This is an optimization exercise on Yosys and OpenROAD, whose aim is small area, a short achievable clock period and few clock cycles, not a production implementation. In this exercise RTL edits were held to simulation tests only and were not proved equivalent to the original. Power figures rest on the tool's default switching activity, not on a simulated workload.

==> v15: inputs <==
Design tc_engine, start of the top module:
module tc_engine (
    input  wire        clk,
    input  wire        rst,           
    input  wire        cmd_valid,
    output reg         cmd_ready,
    input  wire [1:0]  cmd_op,        
    input  wire [47:0] cmd_data,      
    input  wire [15:0] cmd_cent,      
    input  wire        cmd_midf,      
    output reg         done,
    output reg  [2:0]  done_evt,      
    output reg  [2:0]  eng_state,
    output reg         mode,
    output wire [3:0]  err_code,
    output reg  [5:0]  sec,
    output reg  [5:0]  min,
    output reg  [4:0]  hr,
    output wire [31:0] days,
    output reg  [1:0]  page,
    output reg  [15:0] cent,
    output reg         midf,
    output reg         bank,
    output wire [1:0]  blink,
    output reg         lcd_on,
    output wire [47:0] disp0,         
    output wire [47:0] disp1
);
clock: 60.0 ns
lec_check: 0
cap_margin: 20
core_margin: 2
core_utilization: 40
cts_buf_list: sky130_fd_sc_hd__clkbuf_4 sky130_fd_sc_hd__clkbuf_8
setup_slack_margin: 2
slew_margin: 20
standard.sh (not shown) runs the stock make flow with config.mk's settings and CLKGATE_MAP_FILE= SYNTH_SCRIPT=/design/flow/synth_recipe.tcl, a recipe that flattens the netlist after the stock synthesis.
==> flow/flow/run.sh <==
#!/bin/bash
# Layout flow: the standard synthesis (standard.sh synth); then ABC maps the
# combinational logic of that netlist again, for area, with every register cell
# kept as it is (same cells, same instance names); then the standard layout
# (standard.sh) on that netlist, with sky130 buf_1 cells as the port buffers.
# Each tool's output goes to a log file of its own in this folder.
set -euo pipefail
R=orfs/results/${FLOW_PLATFORM}/tc_engine/base
LIB=${FLOW_HOME}/platforms/${FLOW_PLATFORM}/lib/sky130_fd_sc_hd__tt_025C_1v80.lib
YOSYS=${FLOW_HOME}/../tools/install/yosys/bin/yosys
export BUFFER_PORTS_ARGS="-buffer_cell sky130_fd_sc_hd__buf_1"

bash standard.sh synth > standard_synth.log 2>&1

cp "$R/1_2_yosys.v" standard_1_2_yosys.v
sed -e "s#LIB#$LIB#g" -e "s#NETLIST#standard_1_2_yosys.v#" -e "s#TOP#$FLOW_TOP#g" \
    -e "s#OUT#$R/1_2_yosys.v#" flow/resynth.ys > resynth_run.ys
"$YOSYS" -s resynth_run.ys > resynth.log 2>&1
rm -f "$R/1_synth.odb" "$R/1_synth.sdc"

bash standard.sh > standard_layout.log 2>&1
==> flow/flow/resynth.ys <==
read_liberty -ignore_miss_func LIB
read_verilog NETLIST
hierarchy -top TOP
setattr -mod -set blackbox 1 sky130_fd_sc_hd__*df*
flatten
opt -purge
abc -liberty LIB -script "+strash;&get,-n;&fraig,-x;&put;scorr;dc2;dretime;strash;&get,-n;&dch,-f;&nf,-R,1000;&put;" -dont_use sky130_fd_sc_hd__lpflow_* -dont_use sky130_fd_sc_hd__probe*
splitnets
opt_clean -purge
hilomap -singleton -hicell sky130_fd_sc_hd__conb_1 HI -locell sky130_fd_sc_hd__conb_1 LO
insbuf -buf sky130_fd_sc_hd__buf_4 A X
rename -hide w:*.*
rename -enumerate
select -module TOP
write_verilog -noattr -nohex -nodec -selected OUT
==> inputs of v3, as changes to v15 <==
--- a/flow/design.v
+++ b/flow/design.v
@@ -208,66 +208,16 @@
             udh[1] = (!i[6] & !i[5] & !i[4] & !i[1] & !i[0]) | (i[6] & !i[3] & !i[1] & i[0]) | (i[6] & i[1] & !i[0]) | (!i[6] & i[1] & i[0]) | (!i[6] & i[3] & !i[0]) | (!i[6] & i[2] & !i[1] & !i[0]);
             udh[2] = (i[6] & !i[5] & !i[2] & i[1] & i[0]) | (!i[6] & i[3] & !i[0]) | (!i[6] & i[2] & i[1]) | (i[2] & !i[1] & i[0]) | (i[6] & i[2] & !i[0]);
             udh[3] = (!i[6] & i[5] & !i[1] & !i[0]) | (i[6] & i[2] & i[1] & i[0]) | (i[6] & i[3] & !i[0]) | (!i[6] & i[4] & !i[3] & !i[2] & !i[1] & !i[0]) | (!i[6] & i[3] & i[0]);
             udh[4] = (i[4] & i[1]) | (!i[6] & i[5] & !i[1] & !i[0]) | (i[6] & !i[4] & i[3] & i[0]) | (i[4] & i[2]) | (!i[6] & i[4] & i[0]) | (i[6] & i[4] & !i[0]) | (i[6] & i[4] & !i[3]) | (!i[6] & i[4] & i[3]);
             udh[5] = (!i[6] & !i[5] & !i[4] & !i[3] & !i[2] & !i[1] & !i[0]) | (i[6] & i[4] & i[3] & i[0]) | (i[6] & i[5] & !i[0]) | (!i[6] & i[5] & i[1]) | (i[5] & !i[1] & i[0]);
             udh[6] = (!i[6] & !i[5] & !i[4] & !i[3] & !i[2] & !i[1] & !i[0]) | (i[6] & i[5] & i[1] & i[0]);
         end
     endfunction
-    function [19:0] yrom;
-        input [3:0] i;
-        begin
-            yrom[0] = (i[0]);
-            yrom[1] = (!i[2] & i[1]) | (i[2] & !i[1]);
-            yrom[2] = (!i[3] & !i[2] & i[0]) | (!i[3] & !i[1] & i[0]) | (!i[3] & i[2] & i[1] & !i[0]) | (i[3] & !i[2] & !i[0]) | (i[3] & !i[1] & !i[0]) | (i[3] & i[2] & i[1] & i[0]);
-            yrom[3] = (!i[3] & !i[2] & i[1]) | (i[3] & !i[1] & i[0]) | (!i[2] & i[1] & !i[0]) | (!i[3] & i[1] & !i[0]);
-            yrom[4] = (!i[2] & !i[1] & i[0]) | (i[2] & !i[1] & !i[0]) | (i[2] & i[1] & i[0]) | (!i[3] & !i[2] & i[0]) | (!i[3] & i[2] & i[1]);
-            yrom[5] = (!i[3] & !i[2] & !i[1] & i[0]) | (!i[3] & i[1] & !i[0]) | (!i[3] & i[2] & i[1]) | (i[3] & !i[1] & !i[0]) | (i[3] & i[2] & !i[1]) | (i[3] & i[2] & !i[0]);
-            yrom[6] = (!i[3] & i[1] & !i[0]) | (i[2] & !i[1] & i[0]) | (i[3] & i[0]);
-            yrom[7] = (!i[1] & i[0]) | (i[3] & i[1] & !i[0]);
-            yrom[8] = (!i[2] & i[0]) | (!i[2] & i[1]) | (i[2] & !i[1] & !i[0]);
-            yrom[9] = (!i[3] & !i[2] & i[1] & !i[0]) | (!i[3] & i[2] & i[0]) | (i[3] & !i[2] & i[0]) | (i[3] & i[2] & !i[0]) | (i[3] & !i[1] & !i[0]);
-            yrom[10] = (!i[3] & !i[1] & i[0]) | (i[2] & i[1] & !i[0]) | (!i[2] & !i[1] & i[0]) | (i[3] & i[1] & !i[0]) | (i[3] & i[2] & i[1]);
-            yrom[11] = (!i[2] & i[1] & !i[0]) | (i[2] & !i[1] & !i[0]) | (i[2] & i[1] & i[0]) | (!i[3] & i[2] & i[0]);
-            yrom[12] = (!i[3] & !i[2] & i[1] & i[0]) | (!i[3] & i[2] & !i[1]) | (i[3] & !i[2] & !i[1]) | (i[3] & i[2] & i[1]) | (i[3] & i[1] & !i[0]) | (i[2] & !i[1] & i[0]);
-            yrom[13] = (i[2] & !i[1]) | (i[3] & !i[1]) | (i[3] & !i[0]) | (i[3] & i[2]);
-            yrom[14] = (!i[3] & i[2] & i[1]) | (i[3] & !i[2] & !i[1]) | (i[3] & !i[2] & !i[0]);
-            yrom[15] = (i[3] & i[1] & i[0]) | (i[3] & i[2]);
-            yrom[16] = 1'b0;
-            yrom[17] = 1'b0;
-            yrom[18] = 1'b0;
-            yrom[19] = 1'b0;
-        end
-    endfunction
-    function [19:0] crom;
-        input [1:0] i;
-        begin
-            crom[0] = (i[0]);
-            crom[1] = (i[1]);
-            crom[2] = (i[0]);
-            crom[3] = (!i[1] & i[0]) | (i[1] & !i[0]);
-            crom[4] = (i[1] & !i[0]);
-            crom[5] = (!i[1] & i[0]);
-            crom[6] = (i[1] & !i[0]);
-            crom[7] = (!i[1] & i[0]);
-            crom[8] = (i[1] & !i[0]);
-            crom[9] = (!i[1] & i[0]);
-            crom[10] = (i[0]) | (i[1]);
-            crom[11] = (i[0]) | (i[1]);
-            crom[12] = (i[1] & !i[0]);
-            crom[13] = (i[1] & i[0]);
-            crom[14] = 1'b0;
-            crom[15] = (i[0]);
-            crom[16] = (i[1]);
-            crom[17] = 1'b0;
-            crom[18] = 1'b0;
-            crom[19] = 1'b0;
-        end
-    endfunction
     function [19:0] radd;
         input [19:0] a, b;
         input        ci;
         reg c;
         integer i;
         begin
             c = ci;
             for (i = 0; i < 20; i = i + 1) begin
@@ -499,20 +449,32 @@
                         end
                         n_page = pg_rot;
                         if (pg_rot != 2'd2) begin
                             n_bank = pg_rot[0]; n_lcd = 1'b1;
                         end else n_lcd = 1'b0;
                     end
                 end
             end
+            OP_LAUNCH: begin
+                n_done = 1'b1; n_evt = 3'b010;
+                n_cd = 24'd0; bzero = 1'b1; n_dys = 20'd0; n_cent = 16'd0; n_midf = 1'b0;
+                n_dbcd = 24'hFFFFF0; n_dic = 16'd0;
+                n_mode = 1'b1; n_page = 2'd0; n_st = ST_COUNTING;
+                n_bank = 1'b0; n_lcd = 1'b1; n_blinkf = 1'b0;
+            end
+            OP_COMMIT: begin
+                n_ready = 1'b0; n_evt = 3'b010;
+                n_cd = 24'd0; n_dys = 20'd0; n_dbcd = {2'b00, cmd_data[21:0]};
+                n_ph = PH_COMMIT; n_cnt = 4'd4; n_flag = 1'b0; n_yl = 1'b0;
+            end
             default: begin  
                 n_ready = 1'b0;
                 n_cd = cmd_data[23:0]; n_dbcd = cmd_data[47:24]; n_dic = cmd_cent; n_mflag = cmd_midf;
-                n_ph = PH_RV; n_cnt = {2'b00, cmd_op};
+                n_ph = PH_RV; n_cnt = 4'd3;
             end
             endcase
         end
         PH_COMMIT: begin
             if (yl) begin
                 n_cd = {2'b00, yh[5:4], yh[3:0], 1'b0, ym[6:4], ym[3:0], 1'b0, ys[6:4], ys[3:0]};
                 n_dys = sum;
                 if (cx == 4'd1) n_yl = 1'b0;
@@ -538,27 +500,17 @@
         end
         PH_CFIN: begin
             n_st = ST_COUNTING; n_mode = 1'b0; n_page = 2'd0;
             n_bank = 1'b0; n_lcd = 1'b1; n_blinkf = 1'b0;
             n_dbcd = CD_BLANK; n_bin = 1'b1;
             n_ph = PH_IDLE; n_done = 1'b1; n_ready = 1'b1;
         end
         PH_RV: begin
-            if (cnt[1:0] == OP_LAUNCH) begin
-                n_done = 1'b1; n_evt = 3'b010; n_ready = 1'b1; n_ph = PH_IDLE;
-                n_cd = 24'd0; bzero = 1'b1; n_dys = 20'd0; n_cent = 16'd0; n_midf = 1'b0;
-                n_dbcd = 24'hFFFFF0; n_dic = 16'd0;
-                n_mode = 1'b1; n_page = 2'd0; n_st = ST_COUNTING;
-                n_bank = 1'b0; n_lcd = 1'b1; n_blinkf = 1'b0;
-            end else if (cnt[1:0] == OP_COMMIT) begin
-                n_evt = 3'b010;
-                n_cd = 24'd0; n_dys = 20'd0; n_dbcd = {2'b00, cd[21:0]};
-                n_ph = PH_COMMIT; n_cnt = 4'd4; n_flag = 1'b0; n_yl = 1'b0;
-            end else if (!ts_ok) begin
+            if (!ts_ok) begin
                 n_st = ST_ERROR; n_errf = 1'b1;
                 n_blinkf = 1'b1; n_bank = 1'b0; n_lcd = 1'b1;
                 n_cd = CD_ERR; n_dbcd = CD_BLANK; n_evt = 3'b000;
                 n_ph = PH_IDLE; n_done = 1'b1; n_ready = 1'b1;
             end else begin
                 n_cent = sum[15:0]; n_midf = yhi;
                 n_evt = {mflag ^ yhi, 2'b00};
                 n_ph = PH_R1; n_cnt = 4'd3;
==> flow/flow/resynth.ys (replaced) <==
read_liberty -ignore_miss_func LIB
read_verilog NETLIST
hierarchy -top TOP
setattr -mod -set blackbox 1 sky130_fd_sc_hd__*df*
flatten
opt -purge
abc -liberty LIB -dont_use sky130_fd_sc_hd__lpflow_* -dont_use sky130_fd_sc_hd__probe*
splitnets
opt_clean -purge
hilomap -singleton -hicell sky130_fd_sc_hd__conb_1 HI -locell sky130_fd_sc_hd__conb_1 LO
insbuf -buf sky130_fd_sc_hd__buf_4 A X
rename -hide w:*.*
rename -enumerate
select -module TOP
write_verilog -noattr -nohex -nodec -selected OUT
CTS_BUF_LIST = default   (was sky130_fd_sc_hd__clkbuf_4 sky130_fd_sc_hd__clkbuf_8)
==> inputs of v14, as changes to v15 <==
--- a/flow/design.v
+++ b/flow/design.v
@@ -208,66 +208,16 @@
             udh[1] = (!i[6] & !i[5] & !i[4] & !i[1] & !i[0]) | (i[6] & !i[3] & !i[1] & i[0]) | (i[6] & i[1] & !i[0]) | (!i[6] & i[1] & i[0]) | (!i[6] & i[3] & !i[0]) | (!i[6] & i[2] & !i[1] & !i[0]);
             udh[2] = (i[6] & !i[5] & !i[2] & i[1] & i[0]) | (!i[6] & i[3] & !i[0]) | (!i[6] & i[2] & i[1]) | (i[2] & !i[1] & i[0]) | (i[6] & i[2] & !i[0]);
             udh[3] = (!i[6] & i[5] & !i[1] & !i[0]) | (i[6] & i[2] & i[1] & i[0]) | (i[6] & i[3] & !i[0]) | (!i[6] & i[4] & !i[3] & !i[2] & !i[1] & !i[0]) | (!i[6] & i[3] & i[0]);
             udh[4] = (i[4] & i[1]) | (!i[6] & i[5] & !i[1] & !i[0]) | (i[6] & !i[4] & i[3] & i[0]) | (i[4] & i[2]) | (!i[6] & i[4] & i[0]) | (i[6] & i[4] & !i[0]) | (i[6] & i[4] & !i[3]) | (!i[6] & i[4] & i[3]);
             udh[5] = (!i[6] & !i[5] & !i[4] & !i[3] & !i[2] & !i[1] & !i[0]) | (i[6] & i[4] & i[3] & i[0]) | (i[6] & i[5] & !i[0]) | (!i[6] & i[5] & i[1]) | (i[5] & !i[1] & i[0]);
             udh[6] = (!i[6] & !i[5] & !i[4] & !i[3] & !i[2] & !i[1] & !i[0]) | (i[6] & i[5] & i[1] & i[0]);
         end
     endfunction
-    function [19:0] yrom;
-        input [3:0] i;
-        begin
-            yrom[0] = (i[0]);
-            yrom[1] = (!i[2] & i[1]) | (i[2] & !i[1]);
-            yrom[2] = (!i[3] & !i[2] & i[0]) | (!i[3] & !i[1] & i[0]) | (!i[3] & i[2] & i[1] & !i[0]) | (i[3] & !i[2] & !i[0]) | (i[3] & !i[1] & !i[0]) | (i[3] & i[2] & i[1] & i[0]);
-            yrom[3] = (!i[3] & !i[2] & i[1]) | (i[3] & !i[1] & i[0]) | (!i[2] & i[1] & !i[0]) | (!i[3] & i[1] & !i[0]);
-            yrom[4] = (!i[2] & !i[1] & i[0]) | (i[2] & !i[1] & !i[0]) | (i[2] & i[1] & i[0]) | (!i[3] & !i[2] & i[0]) | (!i[3] & i[2] & i[1]);
-            yrom[5] = (!i[3] & !i[2] & !i[1] & i[0]) | (!i[3] & i[1] & !i[0]) | (!i[3] & i[2] & i[1]) | (i[3] & !i[1] & !i[0]) | (i[3] & i[2] & !i[1]) | (i[3] & i[2] & !i[0]);
-            yrom[6] = (!i[3] & i[1] & !i[0]) | (i[2] & !i[1] & i[0]) | (i[3] & i[0]);
-            yrom[7] = (!i[1] & i[0]) | (i[3] & i[1] & !i[0]);
-            yrom[8] = (!i[2] & i[0]) | (!i[2] & i[1]) | (i[2] & !i[1] & !i[0]);
-            yrom[9] = (!i[3] & !i[2] & i[1] & !i[0]) | (!i[3] & i[2] & i[0]) | (i[3] & !i[2] & i[0]) | (i[3] & i[2] & !i[0]) | (i[3] & !i[1] & !i[0]);
-            yrom[10] = (!i[3] & !i[1] & i[0]) | (i[2] & i[1] & !i[0]) | (!i[2] & !i[1] & i[0]) | (i[3] & i[1] & !i[0]) | (i[3] & i[2] & i[1]);
-            yrom[11] = (!i[2] & i[1] & !i[0]) | (i[2] & !i[1] & !i[0]) | (i[2] & i[1] & i[0]) | (!i[3] & i[2] & i[0]);
-            yrom[12] = (!i[3] & !i[2] & i[1] & i[0]) | (!i[3] & i[2] & !i[1]) | (i[3] & !i[2] & !i[1]) | (i[3] & i[2] & i[1]) | (i[3] & i[1] & !i[0]) | (i[2] & !i[1] & i[0]);
-            yrom[13] = (i[2] & !i[1]) | (i[3] & !i[1]) | (i[3] & !i[0]) | (i[3] & i[2]);
-            yrom[14] = (!i[3] & i[2] & i[1]) | (i[3] & !i[2] & !i[1]) | (i[3] & !i[2] & !i[0]);
-            yrom[15] = (i[3] & i[1] & i[0]) | (i[3] & i[2]);
-            yrom[16] = 1'b0;
-            yrom[17] = 1'b0;
-            yrom[18] = 1'b0;
-            yrom[19] = 1'b0;
-        end
-    endfunction
-    function [19:0] crom;
-        input [1:0] i;
-        begin
-            crom[0] = (i[0]);
-            crom[1] = (i[1]);
-            crom[2] = (i[0]);
-            crom[3] = (!i[1] & i[0]) | (i[1] & !i[0]);
-            crom[4] = (i[1] & !i[0]);
-            crom[5] = (!i[1] & i[0]);
-            crom[6] = (i[1] & !i[0]);
-            crom[7] = (!i[1] & i[0]);
-            crom[8] = (i[1] & !i[0]);
-            crom[9] = (!i[1] & i[0]);
-            crom[10] = (i[0]) | (i[1]);
-            crom[11] = (i[0]) | (i[1]);
-            crom[12] = (i[1] & !i[0]);
-            crom[13] = (i[1] & i[0]);
-            crom[14] = 1'b0;
-            crom[15] = (i[0]);
-            crom[16] = (i[1]);
-            crom[17] = 1'b0;
-            crom[18] = 1'b0;
-            crom[19] = 1'b0;
-        end
-    endfunction
     function [19:0] radd;
         input [19:0] a, b;
         input        ci;
         reg c;
         integer i;
         begin
             c = ci;
             for (i = 0; i < 20; i = i + 1) begin
@@ -499,20 +449,32 @@
                         end
                         n_page = pg_rot;
                         if (pg_rot != 2'd2) begin
                             n_bank = pg_rot[0]; n_lcd = 1'b1;
                         end else n_lcd = 1'b0;
                     end
                 end
             end
+            OP_LAUNCH: begin
+                n_done = 1'b1; n_evt = 3'b010;
+                n_cd = 24'd0; bzero = 1'b1; n_dys = 20'd0; n_cent = 16'd0; n_midf = 1'b0;
+                n_dbcd = 24'hFFFFF0; n_dic = 16'd0;
+                n_mode = 1'b1; n_page = 2'd0; n_st = ST_COUNTING;
+                n_bank = 1'b0; n_lcd = 1'b1; n_blinkf = 1'b0;
+            end
+            OP_COMMIT: begin
+                n_ready = 1'b0; n_evt = 3'b010;
+                n_cd = 24'd0; n_dys = 20'd0; n_dbcd = {2'b00, cmd_data[21:0]};
+                n_ph = PH_COMMIT; n_cnt = 4'd4; n_flag = 1'b0; n_yl = 1'b0;
+            end
             default: begin  
                 n_ready = 1'b0;
                 n_cd = cmd_data[23:0]; n_dbcd = cmd_data[47:24]; n_dic = cmd_cent; n_mflag = cmd_midf;
-                n_ph = PH_RV; n_cnt = {2'b00, cmd_op};
+                n_ph = PH_RV; n_cnt = 4'd3;
             end
             endcase
         end
         PH_COMMIT: begin
             if (yl) begin
                 n_cd = {2'b00, yh[5:4], yh[3:0], 1'b0, ym[6:4], ym[3:0], 1'b0, ys[6:4], ys[3:0]};
                 n_dys = sum;
                 if (cx == 4'd1) n_yl = 1'b0;
@@ -538,27 +500,17 @@
         end
         PH_CFIN: begin
             n_st = ST_COUNTING; n_mode = 1'b0; n_page = 2'd0;
             n_bank = 1'b0; n_lcd = 1'b1; n_blinkf = 1'b0;
             n_dbcd = CD_BLANK; n_bin = 1'b1;
             n_ph = PH_IDLE; n_done = 1'b1; n_ready = 1'b1;
         end
         PH_RV: begin
-            if (cnt[1:0] == OP_LAUNCH) begin
-                n_done = 1'b1; n_evt = 3'b010; n_ready = 1'b1; n_ph = PH_IDLE;
-                n_cd = 24'd0; bzero = 1'b1; n_dys = 20'd0; n_cent = 16'd0; n_midf = 1'b0;
-                n_dbcd = 24'hFFFFF0; n_dic = 16'd0;
-                n_mode = 1'b1; n_page = 2'd0; n_st = ST_COUNTING;
-                n_bank = 1'b0; n_lcd = 1'b1; n_blinkf = 1'b0;
-            end else if (cnt[1:0] == OP_COMMIT) begin
-                n_evt = 3'b010;
-                n_cd = 24'd0; n_dys = 20'd0; n_dbcd = {2'b00, cd[21:0]};
-                n_ph = PH_COMMIT; n_cnt = 4'd4; n_flag = 1'b0; n_yl = 1'b0;
-            end else if (!ts_ok) begin
+            if (!ts_ok) begin
                 n_st = ST_ERROR; n_errf = 1'b1;
                 n_blinkf = 1'b1; n_bank = 1'b0; n_lcd = 1'b1;
                 n_cd = CD_ERR; n_dbcd = CD_BLANK; n_evt = 3'b000;
                 n_ph = PH_IDLE; n_done = 1'b1; n_ready = 1'b1;
             end else begin
                 n_cent = sum[15:0]; n_midf = yhi;
                 n_evt = {mflag ^ yhi, 2'b00};
                 n_ph = PH_R1; n_cnt = 4'd3;
==> flow/flow/resynth.ys (replaced) <==
read_liberty -ignore_miss_func LIB
read_verilog NETLIST
hierarchy -top TOP
setattr -mod -set blackbox 1 sky130_fd_sc_hd__*df*
flatten
opt -purge
abc -liberty LIB -dont_use sky130_fd_sc_hd__lpflow_* -dont_use sky130_fd_sc_hd__probe*
splitnets
opt_clean -purge
hilomap -singleton -hicell sky130_fd_sc_hd__conb_1 HI -locell sky130_fd_sc_hd__conb_1 LO
insbuf -buf sky130_fd_sc_hd__buf_4 A X
rename -hide w:*.*
rename -enumerate
select -module TOP
write_verilog -noattr -nohex -nodec -selected OUT
==> inputs of v10, as changes to v15 <==
==> flow/flow/resynth.ys (replaced) <==
read_liberty -ignore_miss_func LIB
read_verilog NETLIST
hierarchy -top TOP
setattr -mod -set blackbox 1 sky130_fd_sc_hd__*df*
flatten
opt -purge
select -set oc o:disp0 o:disp1 %ci*:-sky130_fd_sc_hd__dfxtp_1[Q]:-sky130_fd_sc_hd__edfxtp_1[Q]
abc -liberty LIB -dont_use sky130_fd_sc_hd__lpflow_* -dont_use sky130_fd_sc_hd__probe* @oc
abc -liberty LIB -dont_use sky130_fd_sc_hd__lpflow_* -dont_use sky130_fd_sc_hd__probe*
splitnets
opt_clean -purge
hilomap -singleton -hicell sky130_fd_sc_hd__conb_1 HI -locell sky130_fd_sc_hd__conb_1 LO
insbuf -buf sky130_fd_sc_hd__buf_4 A X
rename -hide w:*.*
rename -enumerate
select -module TOP
write_verilog -noattr -nohex -nodec -selected OUT
==> tab_implementation.tex <==
\begin{tabular}{lr}
\hline
Metric & Value \\
\hline
\multicolumn{2}{l}{\textbf{Finish}} \\
Finished layout cell area & 16900 sq um \\
Multi-input comb cells & 2029 \\
\multicolumn{2}{l}{\textbf{Status}} \\
Status & timing/DRC/antenna clean \\
\multicolumn{2}{l}{\textbf{Power}} \\
Comb power frac & 76.2\% \\
Worst VDD drop & 37.8 uV \\
\multicolumn{2}{l}{\textbf{Worst hold path}} \\
Critical hold path startpoint & min[5] \\
\multicolumn{2}{l}{\textbf{Clocking}} \\
Clock latency on the worst-skew pair & 0.52 ns \\
\multicolumn{2}{l}{\textbf{GRT}} \\
Met2 global-route usage & between 50\% and 60\% \\
\multicolumn{2}{l}{\textbf{Setup path}} \\
Largest delay share family, worst path & flip-flops \\
\hline
\end{tabular}
the above is filed under v15

==> tab_implementation.tex <==
\begin{tabular}{lr}
\hline
Metric & Value \\
\hline
\multicolumn{2}{l}{\textbf{Power}} \\
Worst VDD drop & 42.3 uV \\
Comb power frac & 75.2\% \\
\multicolumn{2}{l}{\textbf{Finish}} \\
Finished layout cell area & 17000 sq um \\
Number of non-clock inverters & 43 \\
Multi-input comb cells & 2038 \\
\multicolumn{2}{l}{\textbf{GRT}} \\
Met2 global-route usage & 54.6\% \\
Largest net degree at the start of global routing & 48 \\
\multicolumn{2}{l}{\textbf{Clocking}} \\
Clock latency on the worst-skew pair & 0.52 ns \\
\multicolumn{2}{l}{\textbf{Status}} \\
Status & timing/DRC/antenna clean \\
\multicolumn{2}{l}{\textbf{Yosys}} \\
Synthesized instance count & 2293 \\
\multicolumn{2}{l}{\textbf{Setup path}} \\
Largest delay share family, worst path & simple AND/OR/NAND/NOR gates \\
\multicolumn{2}{l}{\textbf{Worst hold path}} \\
Critical hold path startpoint & hr[3] \\
\hline
\end{tabular}
the above is filed under v14

==> tab_implementation.tex <==
\begin{tabular}{lr}
\hline
Metric & Value \\
\hline
\multicolumn{2}{l}{\textbf{Routing}} \\
Average detailed-routed wire length per instance & 25.4 microns \\
Number of iterations in the first detailed-routing pass & 7 \\
\multicolumn{2}{l}{\textbf{Clocking}} \\
Clock latency on the worst-skew pair & about 0.55 ns \\
\multicolumn{2}{l}{\textbf{Yosys}} \\
Syn Std Cell Area & 15700 sq um \\
\multicolumn{2}{l}{\textbf{Setup path}} \\
CP Capture Type & output pin \\
\multicolumn{2}{l}{\textbf{Status}} \\
Status & timing/DRC/antenna clean \\
\multicolumn{2}{l}{\textbf{Power}} \\
Power of the sequential group & 0.212 mW \\
Pwr/cell area & 71.2 nW/um\^{}2 \\
Comb power frac & 76.1\% \\
\multicolumn{2}{l}{\textbf{Floorplan}} \\
Height of the die & 202 microns \\
\multicolumn{2}{l}{\textbf{Finish}} \\
Finished layout cell area & around 17000 sq um \\
Multi-input comb cells & roughly 2100 \\
\multicolumn{2}{l}{\textbf{Worst hold path}} \\
Critical hold path startpoint & blinkf \\
\hline
\end{tabular}
the above is filed under v10

==> tab_implementation.tex <==
\begin{tabular}{lr}
\hline
Metric & Value \\
\hline
\multicolumn{2}{l}{\textbf{Routing}} \\
WL final & between 70000 and 80000 microns \\
Wire length on met1 & roughly 30000 microns \\
\multicolumn{2}{l}{\textbf{Status}} \\
Status & timing/DRC/antenna clean \\
\multicolumn{2}{l}{\textbf{Power}} \\
Comb power frac & 73.9\% \\
\multicolumn{2}{l}{\textbf{Placement}} \\
Total instance count after detailed placement & 3016 \\
\multicolumn{2}{l}{\textbf{GRT}} \\
Met2 global-route usage & between 50\% and 60\% \\
\multicolumn{2}{l}{\textbf{Worst hold path}} \\
Critical hold path startpoint & hr[3] \\
\multicolumn{2}{l}{\textbf{Finish}} \\
Finished layout cell area & around 17000 sq um \\
\multicolumn{2}{l}{\textbf{Setup path}} \\
Largest delay share family, worst path & simple AND/OR/NAND/NOR gates \\
\hline
\end{tabular}
the above is filed under v3

Testbench counts of v15, summed over its fixed seeds: cycles 27,498.
Testbench counts of v3, summed over its fixed seeds: cycles 27,336.
Testbench counts of v14, summed over its fixed seeds: cycles 27,336.
Testbench counts of v10, summed over its fixed seeds: cycles 27,498.

## re-timing with driven ports
How much do the figures lean on ideal ports? The routed layouts below were timed once more, with nothing changed but the port constraints.
Step 1: set_driving_cell puts a clkbuf_16 on clk and a buf_2 on each other input, an assumption about the parent block.
Step 2, shift: input delay + t, output delay - t, t = (earliest + latest rising clock arrival at the registers) / 2. This alone moves slack from input paths to output paths.
Three values: ideal ports, drivers, drivers and shift; two values: the first two.
| run | t, ns | setup slack, ns | worst hold slack (ns) |
|---|---|---|---|
| v15 | 0.558 | 45.368 / 45.314 / 45.289 | 0.443 / 0.443 / 0.443 |
| v3 | 0.515 | 44.862 / 44.891 / 44.376 | 0.439 / 0.439 / 0.439 |
| v14 | 0.556 | 44.955 / 44.981 / 44.425 | 0.441 / 0.441 / 0.441 |
| v10 | 0.592 | 45.268 / 45.213 / 45.051 | 0.468 / 0.468 / 0.468 |
After both steps setup and hold are still met in every run listed. For v14, which loses most, drivers alone change the setup slack by +0.026 ns; drivers and shift together by -0.530 ns.
